What follows belongs to an exercise in optimizing a design on an open flow for small area, a short achievable clock period and few clock cycles; a production flow would make more cautious choices.
RTL that was checked went through simulation tests only; none was proved equivalent to the original.
No activity file was given, so power comes from the tool's default toggle rates.

==> flow/design.v (excerpt) <==
module piu (
    input  wire        clk,
    input  wire        rst,
    input  wire        req_valid,
    input  wire        req_write,
    input  wire [2:0]  req_addr,
    input  wire [31:0] req_wdata,
    output wire        req_ready,
    output reg         rsp_valid,
    output reg  [31:0] rsp_data,
    output wire        mem_en,
    output wire [10:0] mem_addr,
    input  wire [63:0] mem_rdata
);
==> flow/config.mk <==
export PLATFORM = sky130hd
export DESIGN_NAME = piu
export DESIGN_NICKNAME = piu
export VERILOG_FILES = /design/flow/design.v
export SDC_FILE = /design/flow/constraint.sdc
export NUM_CORES = 4
export LEC_CHECK = 0
export ABC_AREA = 1
export CAP_MARGIN = 20
export CORE_MARGIN = 2
export CORE_UTILIZATION = 40
export GPL_TIMING_DRIVEN = 1
export SETUP_SLACK_MARGIN = 5
export SLEW_MARGIN = 20
export TNS_END_PERCENT = 100
==> flow/constraint.sdc <==
create_clock -name core_clock -period 10.0 [get_ports {clk}]
set_input_delay 2.0000 -clock core_clock [delete_from_list [all_inputs] [get_ports {clk}]]
set_output_delay 2.0000 -clock core_clock [all_outputs]
set_load 0.01 [all_outputs]
standard.sh (not shown) runs the stock make flow with config.mk's settings and CLKGATE_MAP_FILE= SYNTH_SCRIPT=/design/flow/synth_recipe.tcl, a recipe that flattens the netlist after the stock synthesis.
==> flow/flow/run.sh <==
#!/bin/bash
# The standard layout (standard.sh, unchanged steps and settings), with
# the port buffers made from sky130_fd_sc_hd__buf_2 instead of the delay
# cells buffer_ports picks by default. Every port still gets its buffer.
set -euo pipefail
sed -E 's/^(make .*) "\$\{@:-finish\}"$/\1 "BUFFER_PORTS_ARGS=-buffer_cell sky130_fd_sc_hd__buf_2" "${@:-finish}"/' standard.sh > standard_ports.sh
grep -q 'BUFFER_PORTS_ARGS' standard_ports.sh
bash standard_ports.sh > standard.log 2>&1
The first run produced a clean layout.
Rerun with:
--- a/flow/design.v
+++ b/flow/design.v
@@ -125,41 +125,36 @@
     wire        go    = cmdw & ~ill;
     wire [11:0] lin_bs  = req_wdata[11:0];
     wire [5:0]  lin_bio = {req_wdata[11:10], req_wdata[7:6], req_wdata[3:2]};
     wire        plen_z    = (plen == 32'd0);
     wire        dlen_z    = (dlen == 12'd0);
     wire        wpad_bad  = (width == 6'd0) | (width > 6'd32);
     wire        wspan_bad = (width > 6'd32);
     wire        idx_big   = |idx[31:17];
     wire        idx_hmbig = (|idx[31:14]) | (idx[13] & idx[12] & idx[11]);    
     wire        getok     = ~plen_z & ~dlen_z;
     wire [2:0]  ps_bs = pshift(wbs);
     wire [2:0]  ps_w  = pshift(width);
-    function [6:0] fpwf;    
-        input [5:0] w;
-        begin
-            case (w)
-                6'd1:  fpwf = 7'd64;  6'd2:  fpwf = 7'd32;  6'd3:  fpwf = 7'd21;
-                6'd4:  fpwf = 7'd16;  6'd5:  fpwf = 7'd12;  6'd6:  fpwf = 7'd10;
-                6'd7:  fpwf = 7'd9;   6'd8:  fpwf = 7'd8;   6'd9:  fpwf = 7'd7;
-                6'd10: fpwf = 7'd6;   6'd11: fpwf = 7'd5;   6'd12: fpwf = 7'd5;
-                6'd13, 6'd14, 6'd15, 6'd16: fpwf = 7'd4;
-                6'd17, 6'd18, 6'd19, 6'd20, 6'd21: fpwf = 7'd3;
-                default: fpwf = 7'd2;
-            endcase
-        end
-    endfunction
-    wire [6:0] fpw = fpwf(width);
-    wire       sk_bs = ({3'd0, lin_bs[11:8]} < fpwf(wbs));
-    wire       sk_w  = ({3'd0, idx[11:8]} < fpw);
+    reg  [6:0] fpw;
+    always @(*) begin
+        case (width)
+            6'd1:  fpw = 7'd64;  6'd2:  fpw = 7'd32;  6'd3:  fpw = 7'd21;
+            6'd4:  fpw = 7'd16;  6'd5:  fpw = 7'd12;  6'd6:  fpw = 7'd10;
+            6'd7:  fpw = 7'd9;   6'd8:  fpw = 7'd8;   6'd9:  fpw = 7'd7;
+            6'd10: fpw = 7'd6;   6'd11: fpw = 7'd5;   6'd12: fpw = 7'd5;
+            6'd13, 6'd14, 6'd15, 6'd16: fpw = 7'd4;
+            6'd17, 6'd18, 6'd19, 6'd20, 6'd21: fpw = 7'd3;
+            default: fpw = 7'd2;
+        endcase
+    end
     wire [17:0] dv_q;
     wire [5:0]  dv_r;
     reg  [7:0] fpw3;
     always @(*) begin
         case (width)
             6'd1:  fpw3 = 8'd192; 6'd2:  fpw3 = 8'd96;  6'd3:  fpw3 = 8'd63;
             6'd4:  fpw3 = 8'd48;  6'd5:  fpw3 = 8'd36;  6'd6:  fpw3 = 8'd30;
             6'd7:  fpw3 = 8'd27;  6'd8:  fpw3 = 8'd24;  6'd9:  fpw3 = 8'd21;
             6'd10: fpw3 = 8'd18;  6'd11: fpw3 = 8'd15;  6'd12: fpw3 = 8'd15;
             6'd13, 6'd14, 6'd15, 6'd16: fpw3 = 8'd12;
             6'd17, 6'd18, 6'd19, 6'd20, 6'd21: fpw3 = 8'd9;
             default: fpw3 = 8'd6;
@@ -332,52 +327,44 @@
             hm    <= (op == 4'hC);
             hml   <= (op == 4'hD);
             xw    <= 1'b0;
             chunk <= 2'd0;
             ps    <= (op == 4'h8) ? ps_bs : ps_w;
             p2    <= (op == 4'h8) ? (ps_bs != 3'd0) : (ps_w != 3'd0);
             top   <= 3'd0;
             ma    <= dlen_z ? 11'd0 : dlm1[10:0];
             if (op == 4'h8) begin
                 if (ps_bs != 3'd0) begin
                     dq  <= {6'd0, lin_bs >> ps_bs};
                     rem <= {2'd0, lin_bs[3:0] & ~(4'hF << ps_bs)};
-                end else if (sk_bs) begin
-                    dq  <= {lin_bs[7:0], 10'd0};
-                    rem <= {2'd0, lin_bs[11:8]};
                 end else begin
                     dq  <= {lin_bs, 6'd0};
                     rem <= 6'd0;
                 end
-                dcnt <= sk_bs ? 4'd2 : 4'd3;
+                dcnt <= 4'd3;
             end else if (op == 4'h9) begin
                 rem  <= lin_bio;
             end else if (op == 4'hC) begin
                 dq   <= {idx[13:0], 4'd0};
                 rem  <= 6'd0;
                 dcnt <= 4'd2;
             end else if (op == 4'h7) begin
                 rem  <= idx[5:0];
             end else if (ps_w != 3'd0) begin
                 dq   <= {1'b0, idx[16:0] >> ps_w};
                 rem  <= {2'd0, idx[3:0] & ~(4'hF << ps_w)};
             end else if (idx[16:12] == 5'd0) begin
-                if (sk_w) begin
-                    dq  <= {idx[7:0], 10'd0};
-                    rem <= {2'd0, idx[11:8]};
-                end else begin
-                    dq  <= {idx[11:0], 6'd0};
-                    rem <= 6'd0;
-                end
-                dcnt <= sk_w ? 4'd2 : 4'd3;
+                dq   <= {idx[11:0], 6'd0};
+                rem  <= 6'd0;
+                dcnt <= 4'd3;
             end else begin
                 dq   <= {idx[15:0], 2'd0};
                 rem  <= {5'd0, idx[16]};
                 dcnt <= 4'd4;
             end
         end else begin
             if (s[S_DIV]) begin
                 dq   <= dv_q;
                 rem  <= dv_r;
                 dcnt <= dcnt - 4'd1;
             end
             if ((s[S_HRD] | s[S_HSC]) & (dcnt != 4'd0)) begin
Clock power increases by about 7%.
Synthesized area decreases by 2.0%.
Wire length decreases by 1.0%.
Sequential share of layout area increases by 0.25 points.
Sequential power barely changes.
Worst setup slack gains 0.064 ns.
Testbench counts after the change, summed over its fixed seeds: cycles 16,183.
The RTL of the first run of this note was laid out without a check of its function.

========
piu, a different RTL version from the one above (not shown whole).
Size in the first run: ~4,200 cells after synthesis, ~220 flip-flops, ~150 I/O pins, roughly 26,000 um2 of cells after synthesis.
Settings: LEC_CHECK=0, ABC_AREA=1, CAP_MARGIN=20, CORE_MARGIN=2, CORE_UTILIZATION=40, GPL_TIMING_DRIVEN=1, SETUP_SLACK_MARGIN=5, SLEW_MARGIN=20, TNS_END_PERCENT=100; clock period 10.0 ns.
Scripts as last shown in full above: flow/flow/run.sh
Next try:
--- a/flow/design.v
+++ b/flow/design.v
@@ -151,33 +151,16 @@
     wire        cmdw  = wr & (req_addr == A_CMD);
     wire [3:0]  op    = req_wdata[31:28];
     wire        fmt_c = (op == 4'h4) | (op == 4'h5) | (op == 4'h8) | (op == 4'h9);
     wire        hi_nz = |req_wdata[27:12];
     wire        lo_nz = |req_wdata[11:0];
     wire        ill   = (op == 4'hB) | (op == 4'hE) | (op == 4'hF) | hi_nz | (~fmt_c & lo_nz);
     wire        go    = cmdw & ~ill;
     wire [11:0] lin_bs  = req_wdata[11:0];
-    wire [6:0]  bw1 = {1'b0, wb};
-    wire [6:0]  bw3 = {1'b0, wb} + {wb, 1'b0};
-    function [6:0] dmul;
-        input [1:0] dg;
-        input [6:0] m1, m3;
-        begin
-            case (dg)
-                2'd0: dmul = 7'd0;
-                2'd1: dmul = m1;
-                2'd2: dmul = {m1[5:0], 1'b0};
-                default: dmul = m3;
-            endcase
-        end
-    endfunction
-    wire [10:0] bio_pos = {dmul(req_wdata[11:10], bw1, bw3), 4'd0} +
-                          {2'd0, dmul(req_wdata[7:6], bw1, bw3), 2'd0} +
-                          {4'd0, dmul(req_wdata[3:2], bw1, bw3)};
     wire [5:0]  lin_bio = {req_wdata[11:10], req_wdata[7:6], req_wdata[3:2]};
     wire        plen_z    = (plen == 32'd0);
     wire        dlen_z    = (dlen == 12'd0);
     wire        wpad_bad  = (width == 6'd0) | (width > 6'd32);
     wire        wspan_bad = (width > 6'd32);
     wire        idx_big   = |idx[31:17];
     wire        idx_hmbig = (|idx[31:14]) | (idx[13] & idx[12] & idx[11]);    
     wire        getok     = ~plen_z & ~dlen_z;
@@ -256,19 +239,18 @@
     always @(*) begin
         for (b = 0; b < 32; b = b + 1) begin
             fmask[b]  = fw[5] | (b < fw[4:0]);
             lomask[b] = ~sh[5] | (b <= nsh);         
         end
     end
     wire [31:0] emask = fmask & (s[S_DAT2] ? ~lomask : lomask);
     wire [31:0] ext   = (rot & emask) | (result & {32{s[S_DAT2]}});
-    wire [8:0]  hmv = result[8:0] - 9'd65;
-    wire        hmneg = ~(result[8] | result[7] | (result[6] & (|result[5:0])));
-    assign hmv_x = {{23{hmneg}}, hmv};
+    wire [9:0]  hmv = {1'b0, result[8:0]} - 10'd65;
+    assign hmv_x = {{22{hmv[9]}}, hmv};
     assign mem_en   = s[S_PRD] | s[S_SRD] | s[S_HRD] | s[S_HPRD] | (s[S_DATA] & xw);
     assign mem_addr = use_ma ? ma : dq[10:0];
     wire smul_done = (chunk == 2'd0) & (idx[16:6] == 11'd0);
     wire sacc_done = (chunk == 2'd2) | (idx[16:12] == 5'd0);
     wire hsc_done  = (wtop != 3'd0) | (ma == 11'd0);
     reg [NS-1:0] ns;
     always @(*) begin
         ns = s;
@@ -283,17 +265,17 @@
         if (s[S_DATA]) ns = xw ? (1 << S_DAT2) : ((chk | hm) ? (1 << S_FIN) : (1 << S_IDLE));
         if (s[S_DAT2]) ns = chk ? (1 << S_FIN) : (1 << S_IDLE);
         if (s[S_FIN])  ns = 1 << S_IDLE;
         if (go) begin
             case (op)
             4'h6: ns = (wpad_bad | idx_big) ? (1 << S_IDLE) : (ps_w != 3'd0) ? (1 << S_PRD) : (1 << S_DIV);
             4'h7: ns = (wspan_bad | (idx_big & (width != 6'd0))) ? (1 << S_IDLE) : (1 << S_SMUL);
             4'h8: ns = ~getok ? (1 << S_IDLE) : (ps_bs != 3'd0) ? (1 << S_PRD) : (1 << S_DIV);
-            4'h9: ns = ~getok ? (1 << S_IDLE) : (1 << S_SRD);
+            4'h9: ns = ~getok ? (1 << S_IDLE) : (1 << S_SMUL);
             4'hA: ns = 1 << S_FIN;
             4'hC: ns = (~genfull | dlen_z | idx_hmbig) ? (1 << S_IDLE) : (1 << S_HRD);
             4'hD: ns = ~genfull ? (1 << S_IDLE) : dlen_z ? (1 << S_FIN) : (1 << S_HRD);
             default: ;
             endcase
         end
     end
     wire rdy_n = (ns[S_IDLE] | ns[S_FIN] |
@@ -390,18 +372,17 @@
                     dq  <= {6'd0, lin_bs >> ps_bs};
                     rem <= {2'd0, lin_bs[3:0] & ~(4'hF << ps_bs)};
                 end else begin
                     dq  <= {lin_bs, 6'd0};
                     rem <= 6'd0;
                 end
                 dcnt <= 4'd3;
             end else if (op == 4'h9) begin
-                dq   <= {13'd0, bio_pos[10:6]};
-                sh   <= bio_pos[5:0];
+                rem  <= lin_bio;
             end else if (op == 4'hC) begin
                 dq   <= {idx[13:0], 4'd0};
                 rem  <= 6'd0;
                 dcnt <= 4'd2;
             end else if (op == 4'h7) begin
                 rem  <= idx[5:0];
             end else if (ps_w != 3'd0) begin
                 dq   <= {1'b0, idx[16:0] >> ps_w};
Total power went down by 22%.
Non-clock buffer count went up by 7.
Routed wire length went down by 5.9%.
Hold slack is about the same.
Synthesized area went down by 3.2%.
Register-to-register slack gets better by 0.04 ns.
Worst setup slack gets worse by 0.049 ns.
Global-route usage went down by 0.42 points.
Via count went down by 3.9%.
Cell area went down by 3.3%.
Synthesized cell count went down by 3.7%.
Utilization went up by 0.21 points.
Critical path depth went up by 5.
Function was not checked in any run of this note: the RTL went through the layout flow alone.

[separate check: timing with driven ports]
In the flow no input, the clock included, has a driving cell. The finished layouts below were timed again as built, in two steps.
Step 1 (the two cells are an assumption about what drives the block):
set clk [get_ports {clk}]
set_driving_cell -lib_cell sky130_fd_sc_hd__clkbuf_16 $clk
set_driving_cell -lib_cell sky130_fd_sc_hd__buf_2 [delete_from_list [all_inputs] $clk]
Step 2 adds t to the input delays and takes it off the output delays; t is the mean of the earliest and latest rising clock arrival at the registers after step 1. Input paths then give back, and output paths get back, about the clock's delay inside the block.
Slacks: ideal ports / drivers / drivers and shift; pairs: ideal ports / drivers.
| run | shift t [ns] | setup slack, ns | hold slack, ns | worst setup path at the end |
|---|---|---|---|---|
| the first run of note 1 | 0.624 | 5.067 / 5.004 / 4.650 | 0.456 / 0.456 / 0.456 | input to register |
| the second run of note 1 | 0.639 | 5.131 / 5.078 / 4.555 | 0.457 / 0.457 / 0.457 | input to register |
| the first run of note 2 | 0.637 | 5.080 / 5.024 / 4.554 | 0.462 / 0.462 / 0.462 | input to register |
| the second run of note 2 | 0.617 | 5.031 / 4.976 / 4.532 | 0.462 / 0.462 / 0.462 | input to register |
After both steps every run listed still meets setup and hold. For the second run of note 1, which loses most, drivers alone change the setup slack by -0.053 ns; drivers and shift together by -0.576 ns.
